Background: an optimization exercise with open tools, aiming at small area, a short achievable clock period and few clock cycles per item. Do not read the settings as production practice. Function was not checked in any run shown here: the RTL went through the layout flow alone. Power is estimated from default activity; no workload was simulated.

==> flow/design.v, too long to show whole: its modules and the start of the top module <==
// module hamming_codec: 704 lines
module hamming_codec (
    input  wire         clk,
    input  wire         rst,         
    input  wire         in_valid,
    output wire         in_ready,
    input  wire         in_op,       
    input  wire [3:0]   in_r,        
    input  wire [254:0] in_word,
    output reg          out_valid,
    input  wire         out_ready,
    output wire [254:0] out_word,
    output reg          out_err      
);
  // ...
==> flow/flow/run.sh <==
#!/bin/bash
# The standard layout, with every port buffered by a plain buffer
# (sky130_fd_sc_hd__buf_2) instead of the default delay-cell buffer.
set -e
export BUFFER_PORTS_ARGS="-buffer_cell sky130_fd_sc_hd__buf_2"
bash standard.sh > standard.log 2>&1
==> flow/standard.sh <==
#!/bin/bash
# synth_recipe.tcl (not shown) runs the flow's synth.tcl, then flattens the netlist and writes it again
# the make line also repeats each setting of config.mk as NAME=value (left out here)
make -C /OpenROAD-flow-scripts/flow DESIGN_CONFIG=/design/flow/config.mk WORK_HOME=/design/flow/orfs CLKGATE_MAP_FILE= SYNTH_SCRIPT=/design/flow/synth_recipe.tcl "${@:-finish}"
==> flow/config.mk <==
export PLATFORM = sky130hd
export DESIGN_NAME = hamming_codec
export DESIGN_NICKNAME = hamming_codec
export VERILOG_FILES = /design/flow/design.v
export SDC_FILE = /design/flow/constraint.sdc
export NUM_CORES = 4
export LEC_CHECK = 0
export ABC_CLOCK_PERIOD_IN_PS = 3000
export CAP_MARGIN = 20
export CORE_MARGIN = 2
export CORE_UTILIZATION = 35
export PLACE_DENSITY = 0.55
export SETUP_SLACK_MARGIN = 3.0
export SLEW_MARGIN = 20
==> flow/constraint.sdc <==
create_clock -name core_clock -period 8.0 [get_ports {clk}]
set_input_delay 1.6000 -clock core_clock [delete_from_list [all_inputs] [get_ports {clk}]]
set_output_delay 1.6000 -clock core_clock [all_outputs]
set_load 0.01 [all_outputs]
==> summary.md, run 1 <==
| Metric | Value |
|---|---|
| Outcome | `no timing/DRC/antenna violations` |
| Min Clock Period, post-route | `a little under 5000 ps` |
| Largest net degree at the start of global routing | `157` |
| Number of buffers created by CTS | `38` |
| Post-Synth Adder-Cell Area | `0%` |
| Top class by area | `multi-input combinational cells` |
| Cell with the most instances after synthesis | `xnor2_1` |
| TritonCTS Sinks | `~310` |
| Rel. slew slack | `between 15 and 20%` |
| WHS | `between 800 and 900 ps` |
| Clk buf depth | `3` |
| Clk latency of the worst-skew pair | `between 500 and 600 ps` |
| I/O pin cnt | `522` |
| CORE AREA | `~70000 um^2` |
| Number of setup buffers added after CTS | `1` |
| Layout area overhead | `18.3%` |
| Pleak | `between 10 and 15 nW` |
| EDFF count, synth | `305` |
| Register area | `around 9200 um^2` |
| Pre-antenna DRT Iters | `13` |
| Routability congestion estimate | `between 1 and 1.5` |
| Simple-Gate Fraction of Synth Area | `under 10%` |
| Post-synthesis mux area share | `less than 1%` |
| Dpl hpwl | `~97000 um` |
| Grt met3 use | `roughly 5%` |
| Vias in the first global route | `~19k` |
==> run 2: changes to the inputs <==
--- a/flow/config.mk
+++ b/flow/config.mk
@@ -6,9 +6,8 @@
 export NUM_CORES = 4
 export LEC_CHECK = 0
-export ABC_CLOCK_PERIOD_IN_PS = 3000
 export CAP_MARGIN = 20
 export CORE_MARGIN = 2
 export CORE_UTILIZATION = 35
 export PLACE_DENSITY = 0.55
-export SETUP_SLACK_MARGIN = 3.0
+export SETUP_SLACK_MARGIN = 4.0
 export SLEW_MARGIN = 20
==> run 2 against run 1 <==
Net effect:
- cell count rose by 4.9%
- worst hold slack improved by 130 ps
- synthesized cell count did not move
- global-route usage rose by 0.93 points
- clock-buffer cell count fell by 4
- sequential cell count did not move
- design area rose by 12%
- synthesized area did not move
- sequential power fell by 4%
- routed wire length rose by 3.8%
- core utilization rose by 5.1 points
- critical path type unchanged
==> summary.md, run 2 <==
| Metric | Value |
|---|---|
| Worst Max-Slew Pin Slew | `1090 ps (was 1260 ps)` |
| Number of buffers created by CTS | `39 (was 38)` |
| EDFF count, synth | `305 (unchanged)` |
| Rows | `97 (unchanged)` |
| Tot Pwr | `0.0119 W (was 0.00993 W)` |
| Tot GR Track Use | `33.4% (was 32.5%)` |
| Most frequent cells in the layout | `xnor2_1 (593), buf_2 (457), edfxtp_1 (305) (was xnor2_1 (694), buf_2 (521), edfxtp_1 (305))` |
| Die width | `271 um (unchanged)` |
| Setup crit end kind | `register (unchanged)` |
| PortBufs | `521 (unchanged)` |
| Async set or reset register ratio after synthesis | `0% (unchanged)` |
| TritonCTS Sinks | `306 (unchanged)` |
| Net count after synthesis | `2434 (unchanged)` |
| I/O pin cnt | `522 (unchanged)` |
| HP Class | `reg2reg (unchanged)` |
| Top cells by count, synth | `xnor2_1 (694), edfxtp_1 (305), and2_1 (188) (unchanged)` |
| Clk buf depth | `3 (unchanged)` |
| First-pass GRT wire length | `168000 um (was 164000 um)` |
| Synth top area share | `36.8% (unchanged)` |
| CORE AREA | `70100 um^2 (unchanged)` |
| Detailed-route DRC error count | `0 (unchanged)` |
| Slew Limit Fails | `0 (unchanged)` |
| Final setup vio count | `0 (unchanged)` |
| Register area share after synthesis | `36.9% (unchanged)` |
| Die H | `271 um (unchanged)` |
| CTS tree | `done (unchanged)` |
| Dpl hpwl | `97500 um (was 96500 um)` |
| Clk latency of the worst-skew pair | `570 ps (about the same)` |
| Pre-antenna DRT Iters | `10 (was 13)` |
| Synth unique cells | `49 (unchanged)` |
| CP required | `8330 ps (was 8300 ps)` |
| Top FF cell, synth | `edfxtp_1 (unchanged)` |
| Fin crit share | `53.1% (was 61.8%)` |
| Layout cells sized above 1 | `36.2% (was 23.8%)` |
| Fill cell count | `6576 (was 6845)` |
| Final setup TNS | `0 ps (unchanged)` |
| Unrepaired setup endpoints after global routing | `yes (was no)` |
| Area of the multi-input gates | `16700 um^2 (was 15000 um^2)` |
| Post-synth top area cell | `edfxtp_1 (unchanged)` |
| Crit path DAT | `4580 ps (was 5240 ps)` |
| Biggest regs | `w_q: 255 flops, hi8_q: 16 flops, lo_q: 16 flops (unchanged)` |
| Min Clock Period, post-route | `4250 ps (was 4950 ps)` |
| Startpoint types | `input pin (unchanged)` |
| Number of vias in the routed layout | `20.6k (was 19.8k)` |
| Routability congestion estimate | `0.989 (was 1.01)` |
| Initial Utilization | `35.5% (unchanged)` |
| Mapped Cells | `2170 (unchanged)` |
| Cell with the most instances after synthesis | `xnor2_1 (unchanged)` |
| DRT Wirelength | `127000 um (was 123000 um)` |
| Final hold viol count | `0 (unchanged)` |
| Commonest non-fill, non-tap cell in the layout | `xnor2_1 (unchanged)` |
| Kind of critical path | `in2reg (unchanged)` |
| Maximum vdd drop | `0.000396 V (was 0.000295 V)` |
| Largest reg by FF count | `w_q (unchanged)` |
| Max FFs per register | `255 (unchanged)` |
| Final Net Count | `3016 (was 2841)` |
| CP max FO | `5 (unchanged)` |
| Layout area overhead | `32.6% (was 18.3%)` |
| Clk slew on worst S/H paths | `70 ps (was 60 ps)` |
| Rel. slew slack | `27.4% (was 15.9%)` |
| Vias per inst | `5.52 (was 5.57)` |
| Vias in the first global route | `19.6k (was 19.0k)` |
| Mapped cell area | `24900 um^2 (unchanged)` |
| Overflow after GRT | `0 (unchanged)` |
| CTS H-tree lvls | `2 (unchanged)` |
| DRT iter0 DRCs | `3230 (was 3176)` |
| Fmax | `235 MHz (was 202 MHz)` |
| Outcome | `no timing/DRC/antenna violations (unchanged)` |
| WL/cell | `34.2 um (was 34.5 um)` |
| ANT nets after route | `0 (unchanged)` |
| Register bit total from synthesis | `306 (unchanged)` |
| Largest net degree at the start of global routing | `142 (was 157)` |
| Pwr dens | `360 nW/um^2 (was 338 nW/um^2)` |
| Max_cap viols | `0 (unchanged)` |
| Yosys warnings | `1 (unchanged)` |
| CTS root buf | `clkbuf_16 (unchanged)` |
| Ranking of synthesized cells by area | `edfxtp_1 (37%), xnor2_1 (24%), xnor3_1 (12%) (unchanged)` |
| Total die area | `73200 um^2 (unchanged)` |
| Register area | `9180 um^2 (unchanged)` |
| Hold_buf cts | `0 (unchanged)` |
| Post-Syn Area per Cell | `11.5 um^2 (unchanged)` |
| Final Skew | `13.7 ps (was 15.4 ps)` |
| Fin util | `47.0% (was 42.0%)` |
| Initial antenna violation count | `13 (was 20)` |
| Pleak | `14.2 nW (was 12.4 nW)` |
==> run 2: layer usage <==
metal | vias to the layer above | global-route usage [%] | part of all wire (%)
met5 | - | 0 | 0.031
met4 | 8 | 9.92 | 3.3
met3 | 239 | 6.41 | 9.7
met2 | 1387 | 52.6 | 46
met1 | 10351 | 46.5 | 41
li1 | 8577 | - | -
==> run 2: final timing paths <==
check	start	to	slack, ps	cells after the start
setup / recovery	in_word[35]	lo_q[14]$_DFFE_PP_	3750	11
hold / removal	out_valid$_SDFFE_PP0P_	w_q[19]$_DFFE_PP_	980	1
setup reg to reg	out_valid$_SDFFE_PP0P_	w_q[122]$_DFFE_PP_	5120	3
hold reg to reg	out_valid$_SDFFE_PP0P_	w_q[19]$_DFFE_PP_	980	1
==> run 2: through the flow <==
stage | std cells | hold slack (ps) | instance area [um^2] | setup slack [ps]
floorplan | 2170 | 1670 | 25300 | 2650
global placement | 3476 | 1080 | 28400 | 2420
detailed placement | 3476 | 1100 | 28400 | 2470
CTS | 3647 | 1030 | 31600 | 3730
global route | 3726 | 994 | 33000 | 3710
finish | 3727 | 983 | 33000 | 3750
==> run 2: power by group <==
group	internal (W)	total [W]	switching, W
registers	0.00192	0.00206	0.000133
logic	0.00374	0.00804	0.00430
clock network	0.00103	0.00180	0.000763
total	0.00670	0.0119	0.00520
==> run 2: worst max-delay path, stage by stage <==
cell and delay, ps:
buf_4 220, xor2_4 360, xnor3_1 600, xnor3_1 340
xnor2_2 260, xor2_1 140, a221oi_2 450, o221ai_4 230
buf_6 170, nand2_2 130, nor3_2 50
==> run 2: layout make-up <==
cell class | count | area share, %
Sequential cell | 306 | 27.8
Tap cell | 940 | 3.56
Antenna cell | 8 | 0.0607
Inverter | 3 | 0.0341
Timing Repair Buffer | 719 | 14.3
Clock buffer | 46 | 3.04
Clock inverter | 22 | 0.758
Multi-Input combinational cell | 1683 | 50.5
==> run 2: timing repair <==
action                                  in CTS  in global routing
resized for setup                          186                164
cloned                                       1                  3
endpoints found under the setup margin     108                 61
pin swaps                                   57                 79
buffers inserted                           102                 69
endpoints found under the hold margin        0                  0
==> run 2: logic make-up after synthesis <==
logic type | share of synthesized area, %
AOI/OAI and AO/OA | 6.93
xor gates and xnor gates | 43.1
buffers and inverters | 2.82
DFF | 36.9
muxes | 0.327
and+or+nand+nor | 9.98

-- static timing again, ports no longer ideal --
The flow's constraints put no driver on any port. The routed layouts listed below were extracted and timed again, unchanged, in two steps.
Step 1 assumes that a clkbuf_16 drives the clock port and a buf_2 every other input.
Step 2 adds t to the input delays and takes it off the output delays; t is the mean of the earliest and latest rising clock arrival at the registers after step 1. Input paths then give back, and output paths get back, about the clock's delay inside the block.
Three values: ideal ports, drivers, drivers and shift; two values: the first two.
run | t (ns) | setup slack, ns | clock arrival spread, ns
run 1 | 0.613 | 3.054 / 3.081 / 2.468 | 0.027 / 0.027
run 2 | 0.635 | 3.749 / 3.757 / 3.122 | 0.024 / 0.024
After both steps setup and hold are still met in every run listed. The setup slack of run 2, which loses most, moves by +0.008 ns with the drivers and by -0.627 ns with both steps.
